From an optimization exercise on the open Yosys and OpenROAD flow, aimed at small area, a short achievable clock period and few clock cycles per item; shortcuts taken in it are not production practice. In this exercise RTL edits were held to simulation tests only and were not proved equivalent to the original.

// ladder4_core
module ladder4_core (
    input  wire        clk,
    input  wire        rst,         
    input  wire        in_valid,
    output wire        in_ready,
    input  wire [31:0] in_x,
    input  wire [31:0] b0,
    input  wire [31:0] b1,
    input  wire [31:0] a1,
    input  wire [31:0] rg,
    input  wire [31:0] wta,
    input  wire [31:0] wtb,
    input  wire [31:0] wtc,
    input  wire [31:0] wtd,
    input  wire [31:0] wte,
    output reg         out_valid,
    output wire [31:0] out_y
);
    localparam [31:0] K_ONE = 32'h3F800000;
    reg  [31:0] s1, o1, o2, o3, o4;
    reg  [31:0] xr, cr, p, h, acc, s, drv;
    reg         xf;                      
    reg  [5:0]  c;                       
    reg         dr;                      
    reg         tp;                      
    reg         nx;                      
    assign in_ready = ~xf;
    assign out_y    = acc;
    wire        rg_n = |rg[30:23];
    wire [31:0] t2 = rg_n ? {rg[31], rg[30:23] + 8'd1, rg[22:0]} : {rg[31], rg[29:0], 1'b0};
    wire [31:0] k4 = rg_n ? {rg[31], rg[30:23] + 8'd2, rg[22:0]} :
                     rg[22] ? {rg[31], 8'd2, rg[21:0], 1'b0} : {rg[31], rg[28:0], 2'b00};
    wire accept = in_valid & ~xf;
    reg  [5:0] cn;
    always @* begin
        if (c == 6'd63)       cn = xf ? 6'd32 : 6'd63;
        else if (c == 6'd36)  cn = 6'd0;
        else if (c == 6'd27)  cn = 6'd0;
        else if (dr && c == 6'd7) cn = 6'd63;
        else                  cn = c + 6'd1;
    end
    wire run_n = (cn[5] == 1'b0);
    wire dr_n  = (c == 6'd27) ? ~nx : (cn == 6'd63 ? 1'b0 : dr);
    reg m_o1, m_o2, m_o3, m_o4, m_s1, m_x;             
    reg h_we, am_we;                                   
    reg a_one, a_h, a_s, a_acc, b_neg;                 
    reg drv_we, s1_we, o1_we, o2_we, o3_we, o4_we, aa_we;    
    reg k_b1, k_b0, k_a1, k_wa, k_wb, k_wc, k_wd, k_we, k_drv, k_k4;    
    reg d_t2;                                           
    always @(posedge clk) begin
        m_o4  <= run_n & ((cn == 6'd0) | (cn == 6'd3) | (cn == 6'd24));
        m_s1  <= run_n & ((cn == 6'd1) | (cn == 6'd4) | (cn == 6'd8));
        m_o1  <= run_n & ((cn == 6'd6) | (cn == 6'd7) | (cn == 6'd10) | (cn == 6'd11));
        m_o2  <= run_n & ((cn == 6'd12) | (cn == 6'd13) | (cn == 6'd16) | (cn == 6'd17));
  ...
Settings: LEC_CHECK=0, ABC_AREA=1, CAP_MARGIN=20, CORE_MARGIN=2, CORE_UTILIZATION=40, SLEW_MARGIN=20; clock period 30.0 ns.
standard.sh (not shown) runs the stock make flow with config.mk's settings and CLKGATE_MAP_FILE= SYNTH_SCRIPT=/design/flow/synth_recipe.tcl, a recipe that flattens the netlist after the stock synthesis.
==> flow/flow/run.sh <==
#!/bin/bash
set -euo pipefail
MARGIN=$(cat flow/margin.txt)
bash standard.sh SETUP_SLACK_MARGIN=$MARGIN finish > standard.log 2>&1
==> flow/flow/margin.txt <==
21
Testbench counts at the start, summed over its fixed seeds: cycles 57,824, items 2,048.
Change:
==> flow/flow/margin.txt (replaced) <==
23
- worst setup slack gains 0.95 ns
- die area is unchanged
- sequential share of layout area came out lower by 2.3 points
- final area came out higher by 13%
Change:
--- a/flow/config.mk
+++ b/flow/config.mk
@@ -11 +11,2 @@
-export CORE_UTILIZATION = 40
+export CORE_UTILIZATION = 55
+export PLACE_DENSITY = 0.75
What happened: Global-route usage rises by 13 points. Final area falls by 1.8%. Setup slack degrades by 0.021 ns. Via count rises by 8.3%.

========
Another version of the RTL of ladder4_core (not shown whole).
Size in the first run: about 6900 cells after synthesis, roughly 550 flip-flops, ~360 I/O pins, about 51000 um^2 of cells after synthesis.
export LEC_CHECK = 0
export ABC_AREA = 1
export CAP_MARGIN = 20
export CORE_MARGIN = 2
export CORE_UTILIZATION = 40
export CTS_BUF_LIST = sky130_fd_sc_hd__clkbuf_8 sky130_fd_sc_hd__clkbuf_4
export CTS_CLUSTER_SIZE = 30
export SLEW_MARGIN = 20
create_clock -name core_clock -period 30.0 [get_ports {clk}]
==> flow/flow/run.sh <==
#!/bin/bash
set -euo pipefail
MARGIN=$(cat flow/margin.txt)
bash standard.sh SETUP_SLACK_MARGIN=$MARGIN "BUFFER_PORTS_ARGS=-buffer_cell sky130_fd_sc_hd__buf_1" finish > standard.log 2>&1
==> flow/flow/margin.txt <==
22.5
Testbench counts at the start, summed over its fixed seeds: cycles 57,856, items 2,048.
Change:
==> flow/flow/margin.txt (replaced) <==
22.8
Effect: Via count is higher by 0.65%. Non-clock buffer count is higher by 55. Count of clock-buffer cells in the layout is higher by 3. Critical path depth is higher by 28. Register-to-register slack improves by 0.06 ns. Fmax is higher by 3.7%. Clock skew is lower by 0.021 ns. Die area stays the same. Worst setup slack improves by 0.27 ns.

[separate check: timing with driven ports]
The results above use ideal ports. As a check the final layouts listed here were re-extracted and re-timed, cells and wires unchanged. Step 1 (the two cells are an assumption about what drives the block):
set clk [get_ports {clk}]
set_driving_cell -lib_cell sky130_fd_sc_hd__clkbuf_16 $clk
set_driving_cell -lib_cell sky130_fd_sc_hd__buf_2 [delete_from_list [all_inputs] $clk]
Step 2 times the ports against the registers' clock, not the clock port: input delays grow and output delays shrink by t, the midpoint of the rising clock arrivals with the driver on. Slacks: ideal / step 1 / step 2; pairs: ideal / step 1.
| run | t (ns) | setup WS [ns] | worst setup path at the end |
|---|---|---|---|
| the first run of note 1 | 0.752 | 21.560 / 21.560 / 21.029 | input to register |
| the second run of note 1 | 0.740 | 22.511 / 22.423 / 22.270 | input to register |
| the third run of note 1 | 0.716 | 22.490 / 22.466 / 22.112 | input to register |
| the first run of note 2 | 0.872 | 22.412 / 22.452 / 21.594 | input to register |
| the second run of note 2 | 0.850 | 22.686 / 22.625 / 22.026 | input to register |
After both steps setup and hold are still met in every run listed. For the first run of note 2, which loses most, drivers alone change the setup slack by +0.040 ns; drivers and shift together by -0.818 ns.
